Background: an optimization exercise with open tools, aiming at small area, a short achievable clock period and few clock cycles. Do not read the settings as production practice.
For this run, only the layout was checked, not whether the RTL still works.
Power and IR drop assume default switching activity.

==> flow/run.sh <==
#!/bin/bash
# The standard layout (standard.sh: the standard flow's synthesis and ORFS flow), with the
# port buffers made of sky130_fd_sc_hd__buf_1 cells instead of the default
# delay-buffer cells, and clock tree synthesis without dummy loads.
# make's full output goes to flow_make.log.
set -euo pipefail
export BUFFER_PORTS_ARGS="-buffer_cell sky130_fd_sc_hd__buf_1"
export CTS_ARGS="-sink_clustering_enable -repair_clock_nets -dont_use_dummy_load -buf_list sky130_fd_sc_hd__clkbuf_8 -sink_clustering_size 30"
bash standard.sh > flow_make.log 2>&1
==> standard.sh <==
#!/bin/bash
# synth_recipe.tcl (not shown) runs the flow's synth.tcl, then flattens the netlist and writes it again
# the make line also repeats each setting of config.mk as NAME=value (left out here)
make -C /OpenROAD-flow-scripts/flow DESIGN_CONFIG=/design/flow/config.mk WORK_HOME=/design/flow/orfs CLKGATE_MAP_FILE= SYNTH_SCRIPT=/design/flow/synth_recipe.tcl "${@:-finish}"
==> config.mk <==
export PLATFORM = sky130hd
export DESIGN_NAME = mctp_tx
export DESIGN_NICKNAME = mctp_tx
export VERILOG_FILES = /design/flow/design.v
export SDC_FILE = /design/flow/constraint.sdc
export NUM_CORES = 4
export LEC_CHECK = 0
export CAP_MARGIN = 20
export CORE_MARGIN = 2
export CORE_UTILIZATION = 40
export CTS_BUF_LIST = sky130_fd_sc_hd__clkbuf_8
export CTS_CLUSTER_SIZE = 30
export SETUP_SLACK_MARGIN = 2.8
export SLEW_MARGIN = 20
export SYNTH_HIERARCHICAL = 1
export TNS_END_PERCENT = 40
==> constraint.sdc <==
create_clock -name core_clock -period 5.0 [get_ports {clk}]
set_input_delay 1.0000 -clock core_clock [delete_from_list [all_inputs] [get_ports {clk}]]
set_output_delay 1.0000 -clock core_clock [all_outputs]
set_load 0.01 [all_outputs]
==> design.v <==
module mctp_tx (
    input  wire        clk,
    input  wire        rst,           
    input  wire        start_valid,
    output wire        start_ready,
    input  wire [12:0] cfg_len,       
    input  wire [7:0]  cfg_mtu,       
    input  wire [31:0] cfg_addr,      
    input  wire        cfg_to,        
    input  wire        cfg_pec_xor,   
    input  wire        cfg_mic,       
    input  wire        in_valid,
    output wire        in_ready,
    input  wire [7:0]  in_data,
    output reg         out_valid,
    input  wire        out_ready,
    output reg  [7:0]  out_data,
    output reg         out_sop,       
    output reg         out_eop        
);
    reg        idle, hd, py, pc;
    reg        sr;          
    reg        nld;         
    reg [7:0]  h;           
    reg [31:0] addr;
    reg        to_bit;
    reg        pec_xor;
    reg        mic;
    reg [7:0]  m1;          
    reg [12:0] q;           
    reg        cfl;         
    reg        hinc;        
    reg [7:0]  p;           
    reg [2:0]  micn;        
    reg        first_pkt;
    reg        last_pkt;
    reg [1:0]  seq;
    reg [7:0]  crc8;
    reg [31:0] crc32;
    reg        fb_pend;     
    reg        fin;         
    reg        in_rdy;      
    reg        skid_v;
    reg [7:0]  skid;
    wire        adv      = !out_valid || out_ready;
    wire        acc      = in_valid && in_rdy;
    wire        mic_go   = py && !fin && !skid_v;
    wire        prod     = acc || mic_go || (!skid_v && (hd || pc));
    wire [8:0]  lo       = {1'b0, q[7:0]} - {1'b0, m1};
    wire [4:0]  hi       = q[12:8] - {4'd0, !cfl};
    wire        qh0      = (q[12:8] == 5'd0);
    wire        last_now = (qh0 && !cfl) ||
                           (q[7:0] == 8'd0 && ((qh0 && cfl) || (q[12:8] == 5'd1 && !cfl)));
    wire        p_lt     = (p[7:3] == 5'd0) && (p[2:0] <= micn);                
    wire        p_le     = (p[7:3] == 5'd0) && ({1'b0, p[2:0]} <= {1'b0, micn} + 4'd1);  
    wire        p_zero   = (p == 8'd1);     
    wire        empty    = (p == 8'd0);
    wire [7:0]  ctrl     = {first_pkt, last_pkt, seq, to_bit, 3'd3};
    wire [7:0]  mic_byte = ~crc32[7:0];
    wire [5:0]  len_l4   = cfg_len[7:2] + {5'd0, cfg_mic};
    wire        len_hinc = cfg_mic && cfg_len[7:2] == 6'h3F;
    wire        skid_vn  = skid_v ? !adv : (prod && !adv);
    wire        idle_n   = (idle || (pc && prod && last_pkt)) && !start_valid;
    wire        pc_n     = (pc && !prod) || (py && prod && p_zero) || (h[7] && prod && empty);
    wire        sr_n     = idle_n || (pc_n && last_pkt && !skid_vn);
    wire        take_in = py && fin;
    reg  [7:0]  pbo;
    wire [7:0]  pb = take_in ? in_data : pbo;
    always @(*) begin
        if (py)
            pbo = mic_byte;
        else if (pc)
            pbo = crc8 ^ ((pec_xor && first_pkt && last_pkt) ? m1 : 8'd0);
        else
            pbo = ({8{h[0]}} & addr[7:0])   | ({8{h[1]}} & 8'h0F)
               | ({8{h[2]}} & (p + 8'd5))  | ({8{h[3]}} & addr[15:8])
               | ({8{h[4]}} & 8'h01)       | ({8{h[5]}} & addr[23:16])
               | ({8{h[6]}} & addr[31:24]) | ({8{h[7]}} & ctrl);
    end
    wire [7:0]  c32x = (py && fin) ? (crc32[7:0] ^ in_data) : 8'd0;
    wire [31:0] c32n;
    wire        c32_ini = first_pkt && (h[0] || h[1] || h[2] || h[3]);
    wire [7:0]  c8b = ({8{h[5]}} & addr[23:16]) | ({8{h[6]}} & addr[31:24])
                    | ({8{h[7]}} & ctrl)         | ({8{py}} & mic_byte);
    wire [7:0]  c8r = h[5] ? 8'h07 : crc8;
    wire [7:0]  c8x = (py && fin) ? (crc8 ^ in_data) : (c8r ^ c8b);
    wire [7:0]  c8n;
    wire c32_t8, c32_t9, c32_t10, c32_t11, c32_t12, c32_t13, c32_t14, c32_t15, c32_t16, c32_t17, c32_t18, c32_t19, c32_t20, c32_t21, c32_t22, c32_t23, c32_t24, c32_t25, c32_t26, c32_t27, c32_t28, c32_t29, c32_t30, c32_t31, c32_t32, c32_t33, c32_t34, c32_t35, c32_t36, c32_t37, c32_t38, c32_t39, c32_t40, c32_t41, c32_t42, c32_t43, c32_t44, c32_t45, c32_t46, c32_t47, c32_t48, c32_t49, c32_t50;
    mctp_x2 c32_x0 (.a(c32x[1]), .b(c32x[6]), .y(c32_t8));
    mctp_x2 c32_x1 (.a(c32x[2]), .b(c32x[4]), .y(c32_t9));
    mctp_x2 c32_x2 (.a(c32x[3]), .b(c32x[5]), .y(c32_t10));
    mctp_x2 c32_x3 (.a(c32x[0]), .b(c32x[7]), .y(c32_t11));
    mctp_x2 c32_x4 (.a(c32x[7]), .b(c32_t10), .y(c32_t12));
    mctp_x2 c32_x5 (.a(c32x[0]), .b(c32_t9), .y(c32_t13));
    mctp_x2 c32_x6 (.a(c32x[2]), .b(c32_t8), .y(c32_t14));
    mctp_x2 c32_x7 (.a(c32_t8), .b(c32_t10), .y(c32_t15));
    mctp_x2 c32_x8 (.a(c32x[1]), .b(c32x[3]), .y(c32_t16));
    mctp_x2 c32_x9 (.a(c32x[6]), .b(c32_t9), .y(c32_t17));
    mctp_x2 c32_x10 (.a(c32x[2]), .b(c32_t11), .y(c32_t18));
    mctp_x2 c32_x11 (.a(c32x[4]), .b(c32x[7]), .y(c32_t19));
    mctp_x2 c32_x12 (.a(c32x[5]), .b(c32_t11), .y(c32_t20));
    mctp_x2 c32_x13 (.a(c32x[7]), .b(c32_t14), .y(c32_t21));
    mctp_x2 c32_x14 (.a(c32_t8), .b(c32_t9), .y(c32_t22));
    mctp_x2 c32_x15 (.a(crc32[8]), .b(c32_t16), .y(c32_t23));
    mctp_x2 c32_x16 (.a(c32_t13), .b(c32_t23), .y(c32n[0]));
    mctp_x2 c32_x17 (.a(crc32[9]), .b(c32x[1]), .y(c32_t24));
    mctp_x2 c32_x18 (.a(c32_t10), .b(c32_t24), .y(c32_t25));
    mctp_x2 c32_x19 (.a(c32_t13), .b(c32_t25), .y(c32n[1]));
    mctp_x2 c32_x20 (.a(crc32[10]), .b(c32_t9), .y(c32_t26));
    mctp_x2 c32_x21 (.a(c32_t15), .b(c32_t26), .y(c32n[2]));
    mctp_x2 c32_x22 (.a(crc32[11]), .b(c32_t12), .y(c32_t27));
    mctp_x2 c32_x23 (.a(c32_t17), .b(c32_t27), .y(c32n[3]));
    mctp_x2 c32_x24 (.a(crc32[12]), .b(c32x[5]), .y(c32_t28));
    mctp_x2 c32_x25 (.a(c32_t28), .b(c32_t21), .y(c32n[4]));
    mctp_x2 c32_x26 (.a(crc32[13]), .b(c32_t19), .y(c32_t29));
    mctp_x2 c32_x27 (.a(c32_t8), .b(c32_t29), .y(c32n[5]));
    mctp_x2 c32_x28 (.a(crc32[14]), .b(c32x[1]), .y(c32_t30));
    mctp_x2 c32_x29 (.a(c32x[4]), .b(c32_t30), .y(c32_t31));
    mctp_x2 c32_x30 (.a(c32_t12), .b(c32_t31), .y(c32n[6]));
    mctp_x2 c32_x31 (.a(crc32[15]), .b(c32_t15), .y(c32n[7]));
    mctp_x2 c32_x32 (.a(crc32[16]), .b(c32_t11), .y(c32_t32));
    mctp_x2 c32_x33 (.a(c32_t17), .b(c32_t32), .y(c32n[8]));
    mctp_x2 c32_x34 (.a(crc32[17]), .b(c32_t9), .y(c32_t33));
    mctp_x2 c32_x35 (.a(c32_t20), .b(c32_t33), .y(c32n[9]));
    mctp_x2 c32_x36 (.a(crc32[18]), .b(c32x[5]), .y(c32_t34));
    mctp_x2 c32_x37 (.a(c32_t34), .b(c32_t17), .y(c32n[10]));
    mctp_x2 c32_x38 (.a(crc32[19]), .b(c32x[6]), .y(c32_t35));
    mctp_x2 c32_x39 (.a(c32_t35), .b(c32_t12), .y(c32n[11]));
    mctp_x2 c32_x40 (.a(crc32[20]), .b(c32x[3]), .y(c32_t36));
    mctp_x2 c32_x41 (.a(c32_t36), .b(c32_t21), .y(c32n[12]));
    mctp_x2 c32_x42 (.a(crc32[21]), .b(c32x[1]), .y(c32_t37));
    mctp_x2 c32_x43 (.a(c32x[7]), .b(c32_t37), .y(c32n[13]));
    mctp_x2 c32_x44 (.a(crc32[22]), .b(c32x[4]), .y(c32_t38));
    mctp_x2 c32_x45 (.a(c32_t16), .b(c32_t38), .y(c32n[14]));
    mctp_x2 c32_x46 (.a(crc32[23]), .b(c32x[5]), .y(c32_t39));
    mctp_x2 c32_x47 (.a(c32_t39), .b(c32_t13), .y(c32n[15]));
    mctp_x2 c32_x48 (.a(crc32[24]), .b(c32x[0]), .y(c32_t40));
    mctp_x2 c32_x49 (.a(c32_t40), .b(c32_t15), .y(c32n[16]));
    mctp_x2 c32_x50 (.a(crc32[25]), .b(c32_t11), .y(c32_t41));
    mctp_x2 c32_x51 (.a(c32_t22), .b(c32_t41), .y(c32n[17]));
    mctp_x2 c32_x52 (.a(crc32[26]), .b(c32x[5]), .y(c32_t42));
    mctp_x2 c32_x53 (.a(c32_t19), .b(c32_t42), .y(c32n[18]));
    mctp_x2 c32_x54 (.a(crc32[27]), .b(c32_t13), .y(c32_t43));
    mctp_x2 c32_x55 (.a(c32_t15), .b(c32_t43), .y(c32n[19]));
    mctp_x2 c32_x56 (.a(crc32[28]), .b(c32_t12), .y(c32_t44));
    mctp_x2 c32_x57 (.a(c32_t22), .b(c32_t44), .y(c32n[20]));
    mctp_x2 c32_x58 (.a(crc32[29]), .b(c32_t8), .y(c32_t45));
    mctp_x2 c32_x59 (.a(c32_t20), .b(c32_t45), .y(c32n[21]));
    mctp_x2 c32_x60 (.a(crc32[30]), .b(c32x[3]), .y(c32_t46));
    mctp_x2 c32_x61 (.a(c32x[4]), .b(c32x[6]), .y(c32_t47));
    mctp_x2 c32_x62 (.a(c32_t11), .b(c32_t46), .y(c32_t48));
    mctp_x2 c32_x63 (.a(c32_t47), .b(c32_t48), .y(c32n[22]));
    mctp_x2 c32_x64 (.a(crc32[31]), .b(c32x[2]), .y(c32_t49));
    mctp_x2 c32_x65 (.a(c32_t49), .b(c32_t12), .y(c32n[23]));
    mctp_x2 c32_x66 (.a(c32x[3]), .b(c32_t18), .y(c32n[25]));
    mctp_x2 c32_x67 (.a(c32x[0]), .b(c32x[4]), .y(c32n[28]));
    mctp_x2 c32_x68 (.a(c32x[0]), .b(c32x[1]), .y(c32_t50));
    mctp_x2 c32_x69 (.a(c32x[5]), .b(c32_t50), .y(c32n[29]));
    mctp_x2 c32_x70 (.a(c32x[0]), .b(c32_t14), .y(c32n[30]));
    mctp_x2 c32_x71 (.a(c32_t16), .b(c32_t18), .y(c32n[31]));
    assign c32n[24] = c32_t14;
    assign c32n[26] = c32x[2];
    assign c32n[27] = c32x[3];
    wire c8_t8, c8_t9, c8_t10, c8_t11, c8_t12;
    mctp_x2 c8_x0 (.a(c8x[0]), .b(c8x[6]), .y(c8_t8));
    mctp_x2 c8_x1 (.a(c8x[1]), .b(c8x[2]), .y(c8_t9));
    mctp_x2 c8_x2 (.a(c8x[3]), .b(c8x[4]), .y(c8_t10));
    mctp_x2 c8_x3 (.a(c8x[5]), .b(c8x[6]), .y(c8_t11));
    mctp_x2 c8_x4 (.a(c8x[7]), .b(c8_t8), .y(c8n[0]));
    mctp_x2 c8_x5 (.a(c8x[1]), .b(c8_t8), .y(c8n[1]));
    mctp_x2 c8_x6 (.a(c8_t8), .b(c8_t9), .y(c8n[2]));
    mctp_x2 c8_x7 (.a(c8x[3]), .b(c8x[7]), .y(c8_t12));
    mctp_x2 c8_x8 (.a(c8_t12), .b(c8_t9), .y(c8n[3]));
    mctp_x2 c8_x9 (.a(c8x[2]), .b(c8_t10), .y(c8n[4]));
    mctp_x2 c8_x10 (.a(c8x[5]), .b(c8_t10), .y(c8n[5]));
    mctp_x2 c8_x11 (.a(c8x[4]), .b(c8_t11), .y(c8n[6]));
    mctp_x2 c8_x12 (.a(c8x[7]), .b(c8_t11), .y(c8n[7]));
    assign start_ready = sr;
    assign in_ready    = in_rdy;
    always @(posedge clk) begin
        if (adv) begin
            if (skid_v) begin
                out_valid <= 1'b1;
                out_data  <= skid;
                out_sop   <= h[1];
                out_eop   <= idle || h[0];
                skid_v    <= 1'b0;
            end else begin
                out_valid <= prod;
                out_data  <= take_in ? in_data : pbo;
                out_sop   <= h[0];
                out_eop   <= pc;
            end
        end else if (prod) begin
            skid   <= pb;
            skid_v <= 1'b1;
        end
        if (rst) begin
            out_valid <= 1'b0;
            skid_v    <= 1'b0;
        end
    end
    always @(posedge clk) begin
        begin
            if (fb_pend && in_rdy)
                m1 <= in_data;
            if (hd && prod) begin
                h <= {h[6:0], 1'b0};
                if (c32_ini)
                    crc32 <= {8'hFF, c32n[23:0]};
                if (h[0]) begin
                    p       <= q[7:0];
                    q[7:0]  <= lo[7:0];
                    cfl     <= !lo[8];
                    q[12:8] <= q[12:8] + {4'd0, hinc};
                    hinc    <= 1'b0;
                end
                if (h[1]) begin
                    last_pkt <= last_now;
                    if (last_now) begin
                        q <= 13'd0;
                    end else begin
                        q[12:8] <= hi;
                        p       <= m1;
                    end
                    fb_pend <= last_now && first_pkt;
                    if (last_now && first_pkt)
                        m1 <= 8'd0;
                end
                if (h[2])
                    micn <= (mic && q[12:2] == 11'd0) ? {q[1:0] == 2'd0, 2'd0 - q[1:0]} : 3'd0;
                if (h[5] || h[6] || h[7])
                    crc8 <= c8n;
                if (h[7]) begin
                    hd   <= 1'b0;
                    py   <= !empty;
                    pc   <= empty;
                    fin  <= !p_lt;
                end
            end
            if (py && prod) begin
                crc8  <= c8n;
                crc32 <= c32n;
                if (fb_pend)
                    fb_pend <= 1'b0;
                p   <= p - 8'd1;
                fin <= fin && !p_le;
                if (p_zero) begin
                    py <= 1'b0;
                    pc <= 1'b1;
                end
            end
            if (pc && prod) begin
                first_pkt <= 1'b0;
                seq       <= seq + 2'd1;
                pc        <= 1'b0;
                if (last_pkt) begin
                    idle <= 1'b1;
                end else begin
                    hd <= 1'b1;
                    h  <= 8'd1;
                end
            end
            if (!nld) begin
                addr      <= cfg_addr;
                to_bit    <= cfg_to;
                pec_xor   <= cfg_pec_xor;
                mic       <= cfg_mic;
                m1        <= cfg_mtu;
                q         <= {cfg_len[12:8], len_l4, cfg_len[1:0]};
                hinc      <= len_hinc;
                first_pkt <= 1'b1;
                seq       <= 2'd0;
                h         <= 8'd1;
                if (start_valid) begin
                    idle <= 1'b0;
                    hd   <= 1'b1;
                end
            end
            sr  <= sr_n;
            nld <= !sr_n;
            in_rdy <= !(skid_v ? !adv : (prod && !adv)) &&
                      (py ? (acc ? (!p_le && !p_zero) : fin)
                          : (h[7] && prod && !empty && !p_lt));
        end
        if (rst) begin
            idle   <= 1'b1;
            sr     <= 1'b1;
            nld    <= 1'b0;
            hd     <= 1'b0;
            py     <= 1'b0;
            pc     <= 1'b0;
            in_rdy <= 1'b0;
        end
    end
endmodule
module mctp_x2 (
    input  wire a,
    input  wire b,
    output wire y
);
    assign y = a ^ b;
endmodule
==> results.txt <==
[cells by family after synthesis]
logic type | synth area share [%]
multiplexers | 5.22
adder cells (fa/ha/maj) | 3.98
AND/OR/NAND/NOR | 11.5
XOR/XNOR | 12.8
flip-flops | 48.6
AO/OA/AOI/OAI | 13.9
buffers and inverters | 4.04
[how the worst max path moves through the flow]
stage / startpoint / to / slack, ns / depth (start not counted)
floorplan: in_valid / crc32[0]$_DFFE_PP_ / 2.50 / 6
global placement: in_valid / crc32[15]$_DFFE_PP_ / 2.10 / 5
detailed placement: in_valid / crc32[24]$_SDFFCE_PP1P_ / 2.05 / 5
CTS: q[3]$_DFFE_PP_ / p[4]$_DFFE_PP_ / 2.57 / 5
global route: pc$_SDFF_PP0_ / skid[4]$_DFFE_PP_ / 2.68 / 3
finish: p[0]$_DFFE_PP_ / out_data[4]$_DFFE_PP_ / 2.76 / 7
[per-layer routing]
metal	GRT usage, %	up-vias	share of wire [%]
met5	0	-	0.029
met4	6.31	2	1.6
met3	3.67	25	6.0
met2	35.3	204	49
met1	29.8	3219	44
li1	-	3156	-
[timing repair]
action / 4_1_cts / 5_1_grt
pin swaps: 19 / 9
setup endpoints to repair: 106 / 123
gates cloned: 1 / 1
gates resized for setup: 19 / 26
buffers inserted: 34 / 10
[metrics by stage]
| step | utilization, % | total power, mW | instance area [um^2] | instances | setup WS, ns |
|---|---|---|---|---|---|
| after global placement | 44.8 | 2.02 | 9490 | 1137 | 2.10 |
| after CTS | 47.5 | 2.73 | 10000 | 1189 | 2.57 |
| after floorplan | - | 1.88 | 8990 | 815 | 2.50 |
| after global routing | 48.5 | 2.87 | 10300 | 1200 | 2.68 |
| after detailed placement | 44.9 | 2.03 | 9490 | 1137 | 2.05 |
| final | 48.5 | 2.75 | 10300 | 1200 | 2.76 |
[sequential cells by signal, indices dropped and copies added (netlist names), 2 cells and up]
| name | flops |
|---|---|
| q | 13 |
| m1 | 8 |
| p | 8 |
| crc32 | 32 |
| out_data | 8 |
| seq | 2 |
| micn | 3 |
| skid | 8 |
| h | 8 |
| crc8 | 8 |
| addr | 32 |
[power groups by stage]
stage	registers [mW]	logic (mW)	clock network [mW]
floorplan	1.53	0.349	0
global placement	1.57	0.457	0
detailed placement	1.57	0.461	0
CTS	1.54	0.469	0.719
global route	1.55	0.562	0.761
finish	1.54	0.501	0.709
[worst reg2reg max path: stages, from the launching register on]
cell      delay [ns]
edfxtp_1        0.45
buf_4           0.19
ha_1            0.22
o21ai_0         0.20
xnor2_1         0.19
a21oi_1         0.10
o31ai_1         0.51
mux2_2          0.26
[Yosys stat by module (local to each module, per instance)]
module	flops+latches	cell area, um^2	cells inside
mctp_x2	0	8.76	1
mctp_tx	150	7930	730
[cell usage in the layout, fill, tap and decap left out, types with 10 or more instances in the layout]
cell,netlist,final
buf_4,1,48
a21oi_1,47,44
ha_1,26,25
buf_1,5,74
o22ai_1,10,10
dfxtp_1,29,23
mux2_2,18,18
mux2i_1,25,25
xnor2_1,22,15
nand3_1,14,14
clkbuf_8,0,17
nand2_1,91,88
edfxtp_1,121,121
nand4_1,14,14
o21ai_0,32,26
nor2_1,46,38
inv_1,36,34
xor2_1,105,96
[cell type report]
type                       instances  area [um^2]
clock buffer                      17          234
fill                            1939        10900
inverter                          38          146
multi-input combinational        586         4540
sequential                       150         4230
tap                              275          344
timing repair buffer             134          769
==> results.txt <==
status=finished clean; Crit Path Max Fanout=4; CTS Hold Bufs=0; crit start category=flip-flop; Worst Setup End Kind=flip-flop; leading cell type by number of instances after synthesis=edfxtp_1; Yosys cell types=69; Async SR Flop Fraction=0%; Vias=6606; Starting Density=41.0%; Mapped Cells=815; # diodes=0; R2R Setup Slk=around 2.8 ns; Slew Limit Fails=0; internal power=approximately 2 mW; Routability Congestion=0.871; top cells by instance count after synthesis=edfxtp_1 (121), xor2_1 (105), nand2_1 (91); global-route wire length before repair=approximately 37 mm; CTS buffer count=17; Remaining Overflow, GRT=0; Root Buffer=clkbuf_8; std cell rows=53; reg-to-reg endpoint=out_data[4]$_DFFE_PP_; die area=22900 um^2; Fmax=447 MHz; Worst-Margin Slew=0.771 ns; CP max stage cell=o31ai_1; Sw Pwr=between 0.7 and 0.8 mW; Hold EP=fb_pend$_DFF_P_; CP bufs+invs=1; Worst Hold Slack=0.467 ns; CTS tree=built; DP HPWL=17.0 mm; Setup Skew=0.0361 ns; CP required=between 5 and 6 ns; die height=151 um; syn_nets=a little over 900; syn avg cell area=10.6 um^2; depth of the CTS H-tree=4; sequential share of power=56.0%; Comb power frac=a little under a fifth; clock insertion delay at the later pin of the skew report=0.46 ns; die width=151 um; fin crit period=roughly 2.2 ns; Hold Vio Cnt, Final=0; Hold Crit Start=fb_pend$_DFF_P_; Worst-path clk slew=0.08 ns; VDD IR max=0.179 mV; setup_tns=0 ns; Top delay family on crit path=compound AO/OA/AOI/OAI gates; CP arrival=2.56 ns; Synth top area share=between 40% and 50%; largest cells by area after synthesis=edfxtp_1 (42%), xor2_1 (11%), dfxtp_1 (6.7%); share of layout cells above drive strength 1=17.6%; average wire per standard cell=20.1 um; initial antenna violation count=1; nets@finish=slightly above 1000; antenna viol nets, final=0; P&R area growth vs syn=18.4%; clock sink total=150; first drt pass iteration count=5; Max stage delay on crit path=0.51 ns; Max Cap Viol=0; Mapped Area=8670 um^2; vias in the first global route=6411; DRC violations left=0; yosys warns=7; Post-synth EDFFs=121; R2R depth=7; Worst R2R Start=p[0]$_DFFE_PP_; Sw Share=between 20% and 30%; Setup CP Type=flip-flop to flip-flop; port buffer count=81; maximum clock insertion buffer count=2; Power Density=268 nW/um^2; RSZ-0062 raised after global routing=true; Seq/Total Area, Yosys=48.6%; worst rel slew slack=roughly 49%; Ports=82; Overall Global Routing Usage=21.7%; LEAKAGE=3.79 nW; Iter 0 DRT Violations=605; period utilization=44.8%; CP cell instances=buf_4 > ha_1 > o21ai_0 > xnor2_1 > a21oi_1 > o31ai_1 > mux2_2; Vias/cell=~5.5; most common flop cell mapped by yosys=edfxtp_1; post-detailed-routing wire length=between 20 and 25 mm; largest net degree at the start of global routing=56; Seq cells post-synth=150; Clk pwr share=25.8%; HP Class=flip-flop to flip-flop; total core area=around 21000 um^2; cell accounting for the most synthesized area=edfxtp_1; Hold Crit Depth=1; final number of setup-violating endpoints=0

## static timing again, ports no longer ideal
Ports are ideal in the flow. The routed layout listed here was re-timed in OpenROAD.
Step 1 sets driving cells, clkbuf_16 on the clock port and buf_2 on the other inputs (assumed; they add their load-dependent delay and slew).
Step 2 also shifts input and output timing later by t, the mid clock arrival at the registers, as if the neighbouring blocks saw the same clock.
Three values: no drivers, after step 1, after step 2; two values: the first two.
t (ns): 0.489
slack for setup (ns): 2.762 / 2.762 / 2.310
hold slack, ns: 0.467 / 0.467 / 0.467
slew at the worst register clock pin (ns): 0.10 / 0.10
pins driven straight from the clock port: 1
After both steps setup and hold are still met in this run. The setup slack of this run moves by 0.000 ns with the drivers and by -0.452 ns with both steps.
